What follows belongs to an exercise in optimizing a design on an open flow for small area, a short achievable clock period and few clock cycles; a production flow would make more cautious choices. In this exercise RTL edits were held to simulation tests only and were not proved equivalent to the original. Power figures rest on the tool's default switching activity, not on a simulated workload.

**config.mk**
```make
export PLATFORM = sky130hd
export DESIGN_NAME = stackmat_decoder
export DESIGN_NICKNAME = stackmat_decoder
export VERILOG_FILES = /design/flow/design.v
export SDC_FILE = /design/flow/constraint.sdc
export NUM_CORES = 4
export LEC_CHECK = 0
export CAP_MARGIN = 20
export CORE_MARGIN = 2
export CORE_UTILIZATION = 40
export PLACE_DENSITY = 0.6
export SLEW_MARGIN = 20
```
**constraint.sdc**
```tcl
create_clock -name core_clock -period 70.0 [get_ports {clk}]
set_input_delay 14.0000 -clock core_clock [delete_from_list [all_inputs] [get_ports {clk}]]
set_output_delay 14.0000 -clock core_clock [all_outputs]
set_load 0.01 [all_outputs]
```
**design.v**
```verilog
module stackmat_decoder (
    input  wire        clk,
    input  wire        rst,           
    input  wire [11:0] spb_p,         
    input  wire [3:0]  spb_q,
    input  wire        zero_hold,     
    input  wire        cmd_start,
    input  wire        cmd_stop,
    input  wire        in_valid,
    output wire        in_ready,
    input  wire [15:0] in_sample,
    input  wire        in_last,
    output reg         res_valid,
    output reg  [2:0]  res_code,
    output reg  [7:0]  res_status,
    output reg         capturing,
    output reg         running,
    output reg         is_reset,
    output reg         left_hand,
    output reg         right_hand,
    output wire [19:0] digits,
    output wire [19:0] time_ms,
    output wire [55:0] time_str
);
    localparam [2:0] RES_OK         = 3'd0;
    localparam [2:0] RES_IGNORED    = 3'd1;
    localparam [2:0] RES_SYNC_MISS  = 3'd2;
    localparam [2:0] RES_INCOMPLETE = 3'd3;
    localparam [2:0] RES_INVALID    = 3'd4;
    localparam [2:0] RES_INDET      = 3'd5;
    localparam [1:0] ST_RX   = 2'd0;    
    localparam [1:0] ST_FIN  = 2'd1;    
    localparam [1:0] ST_DONE = 2'd2;    
    localparam integer NBITS = 91;      
    reg  [1:0]  state;
    reg         first;        
    reg         prev_sym;     
    reg         x_seen;       
    reg  [15:0] ones_cnt;     
    reg         armed;
    reg         synced;
    reg         run_sym;
    reg  [15:0] run_len;
    reg  [6:0]  bit_pos;      
    reg  [NBITS-1:0] bits;
    reg         cap_at_last;
    assign in_ready = (state == ST_RX);
    wire accept = in_valid && in_ready;
    wire s_zero = (in_sample == 16'd0);
    wire s_neg  = in_sample[15];
    wire hold_prev = first ? 1'b1 : prev_sym;
    wire rsym = s_zero ? hold_prev : s_neg;
    wire [15:0] ones_next = ones_cnt + 16'd1;
    wire [19:0] ones_scaled = ones_next * spb_q;
    wire [15:0] nine_p = spb_p * 4'd9;
    wire        arm_now = (ones_scaled > {4'd0, nine_p});
    wire        close_run = (state == ST_RX) ? (accept && synced && (rsym != run_sym))
                                             : (state == ST_FIN && synced);
    wire [21:0] rnd_num = ({6'd0, run_len} * spb_q) * 2 + spb_p;
    wire [12:0] rnd_den = {spb_p, 1'b0};
    wire [21:0] run_bits = rnd_num / rnd_den;
    wire [22:0] pos_sum = bit_pos + run_bits;
    wire [6:0]  pos_next = (pos_sum > NBITS) ? NBITS[6:0] : pos_sum[6:0];
    reg [NBITS-1:0] bits_filled;
    integer i;
    always @* begin
        bits_filled = bits;
        for (i = 0; i < NBITS; i = i + 1)
            if (i >= bit_pos && i < pos_sum)
                bits_filled[i] = run_sym;
    end
    wire [7:0] pkt0 = bits[ 1 +: 8];
    wire [7:0] pkt1 = bits[11 +: 8];
    wire [7:0] pkt2 = bits[21 +: 8];
    wire [7:0] pkt3 = bits[31 +: 8];
    wire [7:0] pkt4 = bits[41 +: 8];
    wire [7:0] pkt5 = bits[51 +: 8];
    wire [7:0] pkt6 = bits[61 +: 8];
    wire [7:0] pkt7 = bits[71 +: 8];
    wire [7:0] pkt8 = bits[81 +: 8];
    wire ok_status = (pkt0 == 8'h20) || (pkt0 == 8'h41) || (pkt0 == 8'h43) ||
                     (pkt0 == 8'h49) || (pkt0 == 8'h4C) || (pkt0 == 8'h52) ||
                     (pkt0 == 8'h53);
    function is_digit(input [7:0] b);
        is_digit = (b >= 8'd48) && (b <= 8'd57);
    endfunction
    wire ok_digits = is_digit(pkt1) && is_digit(pkt2) && is_digit(pkt3) &&
                     is_digit(pkt4) && is_digit(pkt5);
    wire signed [11:0] digit_sum = ($signed({4'd0, pkt1}) - 12'sd48) +
                                   ($signed({4'd0, pkt2}) - 12'sd48) +
                                   ($signed({4'd0, pkt3}) - 12'sd48) +
                                   ($signed({4'd0, pkt4}) - 12'sd48) +
                                   ($signed({4'd0, pkt5}) - 12'sd48);
    wire signed [11:0] check_val = $signed({4'd0, pkt6}) - 12'sd64;
    wire ok_sum  = (digit_sum == check_val);
    wire ok_term = (pkt7 == 8'd10) && (pkt8 == 8'd13);
    wire pkt_ok  = ok_status && ok_digits && ok_sum && ok_term;
    wire [2:0] result =
        !cap_at_last             ? RES_IGNORED    :
        (!zero_hold && x_seen)   ? RES_INDET      :
        !synced                  ? RES_SYNC_MISS  :
        (bit_pos < NBITS)        ? RES_INCOMPLETE :
        !pkt_ok                  ? RES_INVALID    :
                                   RES_OK;
    reg [3:0] dig0, dig1, dig2, dig3, dig4;
    always @(posedge clk) begin
        if (rst) begin
            state       <= ST_RX;
            first       <= 1'b1;
            prev_sym    <= 1'b1;
            x_seen      <= 1'b0;
            ones_cnt    <= 16'd0;
            armed       <= 1'b0;
            synced      <= 1'b0;
            run_sym     <= 1'b0;
            run_len     <= 16'd0;
            bit_pos     <= 7'd0;
            cap_at_last <= 1'b0;
            res_valid   <= 1'b0;
            res_code    <= RES_OK;
            res_status  <= 8'd0;
            capturing   <= 1'b0;
            running     <= 1'b0;
            is_reset    <= 1'b1;
            left_hand   <= 1'b0;
            right_hand  <= 1'b0;
            dig0 <= 4'd0; dig1 <= 4'd0; dig2 <= 4'd0; dig3 <= 4'd0; dig4 <= 4'd0;
        end else begin
            res_valid <= 1'b0;
            if (cmd_stop)
                capturing <= 1'b0;
            else if (cmd_start)
                capturing <= 1'b1;
            if (close_run) begin
                bits    <= bits_filled;
                bit_pos <= pos_next;
            end
            case (state)
            ST_RX: if (accept) begin
                first    <= 1'b0;
                prev_sym <= rsym;
                if (s_zero)
                    x_seen <= 1'b1;
                if (!synced) begin
                    if (rsym) begin
                        ones_cnt <= ones_next;
                        if (arm_now)
                            armed <= 1'b1;
                    end else if (armed) begin
                        synced  <= 1'b1;
                        run_sym <= 1'b0;
                        run_len <= 16'd1;
                    end else begin
                        ones_cnt <= 16'd0;
                    end
                end else if (rsym == run_sym) begin
                    run_len <= run_len + 16'd1;
                end else begin
                    run_sym <= rsym;
                    run_len <= 16'd1;
                end
                if (in_last) begin
                    cap_at_last <= capturing;
                    state       <= ST_FIN;
                end
            end
            ST_FIN: state <= ST_DONE;
            default: begin   
                res_valid <= 1'b1;
                res_code  <= result;
                if (result == RES_OK) begin
                    res_status <= pkt0;
                    left_hand  <= 1'b0;
                    right_hand <= 1'b0;
                    case (pkt0)
                    8'h20: begin running <= 1'b1; is_reset <= 1'b0; end
                    8'h53: begin running <= 1'b0; is_reset <= 1'b0; end
                    8'h49: begin running <= 1'b0; is_reset <= 1'b1; end
                    8'h4C: left_hand <= 1'b1;
                    8'h52: right_hand <= 1'b1;
                    8'h43: begin running <= 1'b0; left_hand <= 1'b1; right_hand <= 1'b1; end
                    default: ;
                    endcase
                    dig0 <= pkt1[3:0];
                    dig1 <= pkt2[3:0];
                    dig2 <= pkt3[3:0];
                    dig3 <= pkt4[3:0];
                    dig4 <= pkt5[3:0];
                end
                first    <= 1'b1;
                prev_sym <= 1'b1;
                x_seen   <= 1'b0;
                ones_cnt <= 16'd0;
                armed    <= 1'b0;
                synced   <= 1'b0;
                run_len  <= 16'd0;
                bit_pos  <= 7'd0;
                state    <= ST_RX;
            end
            endcase
        end
    end
    assign digits = {dig0, dig1, dig2, dig3, dig4};
    assign time_ms = (dig0 * 20'd60 + dig1 * 20'd10 + dig2) * 20'd1000 +
                     (dig3 * 20'd10 + dig4) * 20'd10;
    assign time_str = {4'h3, dig0, 8'h3A, 4'h3, dig1, 4'h3, dig2,
                       8'h2E, 4'h3, dig3, 4'h3, dig4};
endmodule
```
**run.sh**
```bash
#!/bin/bash
# synth_recipe.tcl (not shown) runs the flow's synth.tcl, then flattens the netlist and writes it again
# the make line also repeats each setting of config.mk as NAME=value (left out here)
make -C /OpenROAD-flow-scripts/flow DESIGN_CONFIG=/design/flow/config.mk WORK_HOME=/design/flow/orfs CLKGATE_MAP_FILE= SYNTH_SCRIPT=/design/flow/synth_recipe.tcl finish
```
==> summary.txt <==
==> cells in the final DEF (no fill, tap or decap), drive strengths merged, types with 104 or more instances in the layout <==
| cell type | n |
|---|---|
| fa | 135 |
| o21ai | 182 |
| ha | 403 |
| xnor2 | 144 |
| nor3 | 129 |
| o21a | 104 |
| nor2 | 306 |
| inv | 290 |
| clkdlybuf4s50 | 110 |
| a21oi | 278 |
| nand2 | 306 |
==> registers in the layout (all words and copies together), names as in the netlist, 2 cells and up <==
| signal | count |
|---|---|
| bits | 72 |
| dig2 | 4 |
| dig4 | 4 |
| dig1 | 4 |
| res_status | 8 |
| dig0 | 4 |
| bit_pos | 7 |
| dig3 | 4 |
| state | 2 |
| run_len | 16 |
| ones_cnt | 16 |
| res_code | 3 |
==> cell families (layout without fill, tap and decap cells) <==
logic type | Yosys count | after routing | synth area share (%)
AO/OA/AOI/OAI | 926 | 927 | 21.2
flip-flops | 157 | 157 | 13.6
buffers and inverters | 448 | 528 | 6.82
adder cells (fa/ha/maj) | 539 | 539 | 27.3
other | 2 | 37 | 0.0264
multiplexers | 89 | 89 | 3.41
AND/OR/NAND/NOR | 1178 | 1180 | 20.5
XOR/XNOR | 232 | 232 | 7.15
==> critical path, delay by kind of cell <==
kind,cells,cell delay (ns)
simple gates,66,10.81
mux,5,1.46
compound gates,143,27.33
buf+inv,27,4.26
fa+ha+maj,26,8.42
==> final cells by class <==
| class | count | area (um2) |
|---|---|---|
| Clock buffer | 18 | 439 |
| Tap cell | 940 | 1180 |
| Timing Repair Buffer | 213 | 1890 |
| Fill cell | 7113 | 38400 |
| Sequential cell | 157 | 3860 |
| Multi-Input combinational cell | 3004 | 23100 |
| Clock inverter | 14 | 171 |
| Inverter | 283 | 1070 |
==> metal layers <==
metal,track usage (%),vias up
met3,1.59,152
met4,5.71,0
li1,-,12900
met2,36.3,766
met1,30.9,12300
met5,0,-
==> Yosys cell counts (42+ instances only) <==
cell	count
a21o_1	71
a21oi_1	278
and2_1	83
buf_4	58
clkbuf_1	94
dfxtp_1	85
edfxtp_1	72
fa_1	135
ha_1	403
inv_1	278
mux2_2	44
mux2i_1	42
nand2_1	304
nand3_1	56
nor2_1	303
nor2b_1	53
nor3_1	128
o21a_1	104
o21ai_0	170
xnor2_1	144
xor2_1	88
==> worst min-delay path by stage <==
stage	end	slack [ns]	depth (start not counted)
after global placement	res_code[1]	0.43	2
after global routing	first	0.46	2
after CTS	first	0.44	2
after detailed placement	first	0.43	2
final	first	0.44	2
after floorplan	first	0.42	2
==> where the power goes <==
group	switching, W	internal (W)	total [W]	leakage [nW]
sequential	0.00000220	0.0000970	0.0000992	1.24
combinational	0.000295	0.000193	0.000489	13.1
clock	0.0000426	0.0000549	0.0000976	0.300
total	0.000340	0.000345	0.000685	14.6
==> per-stage QoR <==
| stage | power, W | TNS, ns |
|---|---|---|
| floorplan | 0.000460 | 0 |
| global placement | 0.000567 | 0 |
| detailed placement | 0.000565 | -36.82 |
| CTS | 0.000664 | 0 |
| global route | 0.000750 | -1.69 |
| finish | 0.000685 | 0 |
==> what timing repair did <==
action / in CTS / in global routing
gates resized for setup: 2 / 90
endpoints found under the hold margin: 0 / 0
endpoints found under the setup margin: 51 / 79
cloned: 1 / 2
buffers inserted: 2 / 16
pin swaps: 1 / 9
==> out/metrics.yaml <==
status: "timing/DRC/antenna clean"
dp_hpwl_um: 64600
place_ws_ns: -1.03
synth_top_cell_by_area: "ha_1"
syn-mean-instance-area_um2: 7.96
start_util_pct: 40.5
gp_congestion: 0.952
antenna_found_initial: 0
die_h_um: 271
cts-hold-fix-buffers: 0
rrSetupSlack_ns: 17.19
maxSlewViolCount: 0
fin_nets: 4253
synth_top_cell_area_share_pct: 17.7
async_flop_share_pct: 0
worstMarginPinSlew_ns: 1.34
synth-edff-count: 72
fmax_mhz: 15.1
max-slew-margin-rel_pct: 10.1
grt_max_degree: 78
crit_start: "spb_q[1]"
dieArea_um2: 73200
synth_warnings: 1
drt_iter0_markers: 2102
synth.distinct_cells: 115
path_common_cell: "o21a_1"
holdWs_ns: 0.443
fp.coreArea_um2: 70100
worstPathArrival_ns: 66.38
utilization_pct: 45.2
layout_min_cycle_time_ns: 66.21
grt_pass1_wl_um: 132000
grt_pass1_vias: 24600
cts_tree: "built"
num_rows: 97
setup_viol_count_final: 0
hold_viol_final: 0
ys_seq_elements: 157
area_delta_synth_final_pct: 11.5
worst-path-max-fanout: 23
skew_ns: 0.0176
wl_met2_um: 37200
p_leak_nw: 14.6
postRouteAntennaNets: 0
p_per_area_nw_per_um2: 21.6
overflow: 0
maxCapViolCount: 0
portBuffers: 115
remaining_drc_errors: 0
fin_cells: 4629
yosysSeqAreaShare_pct: 13.6
min_path_type: "flop to flop"
vias_per_cell: 5.63
first_pass_iters: 7
placed_area_um2: 30600
worstReg2RegEnd: "bits[76]"
path_clk_slew_ns: 0.07
period_share_pct: 94.6
routed_wl_um: 81700
htreeDepth: 4
ir_drop_v: 0.0000320
rr_worst_depth: 268
ios: 153
wl_met1_um: 38400
cts_num_sinks: 157
wl_met3_um: 3880
cts_root_buffer: "clkbuf_16"
syn_area_um2: 28400
worstHoldStart: "first"
yosys-top-cells-area: "ha_1 18%, fa_1 9.5%, edfxtp_1 7.6%"
endpoint: "bits[76]"
clock_path_buffers: 2
vias: 26100
required_ns: 70.17
setup_slack_ns: 3.79
critPathKind: "primary input to flop"
fin_area_um2: 31700
grt_usage_pct: 21.9
post-place-cells: 4576
n_antenna_cell: 0
cp_slowest_cell: "fa_1"
drive_gt1_share_pct: 8.29
end_kind: "flop"
slowest_delay_ns: 0.56
routed.top_layer: "met4"
critPathLaunchType: "primary input"
die_x_um: 271
routedWlPerCell_um: 17.6
r2r-start: "run_len[0]"
clkLatencyLatePin_ns: 0.45
netlist_instances: 3571
synthFlopType: "dfxtp_1"
cts_inserted_buffers: 17
Testbench counts, summed over its fixed seeds: cycles 855,282.

separate check: timing with driven ports:
The results above use ideal ports. As a check the final layout listed here was re-extracted and re-timed, cells and wires unchanged. Step 1 sets driving cells, clkbuf_16 on the clock port and buf_2 on the other inputs (assumed; they add their load-dependent delay and slew). Step 2, shift: input delay + t, output delay - t, t = (earliest + latest rising clock arrival at the registers) / 2. This alone moves slack from input paths to output paths. Slacks: ideal / step 1 / step 2; pairs: ideal / step 1.
shift t [ns]: 0.490
slack for setup (ns): 3.788 / 3.810 / 3.320
hold slack, ns: 0.443 / 0.443 / 0.443
worst setup path after step 2: input to register
slew at the worst register clock pin (ns): 0.08 / 0.08
After both steps this run still meets setup and hold. The setup slack of this run moves by +0.022 ns with the drivers and by -0.468 ns with both steps.
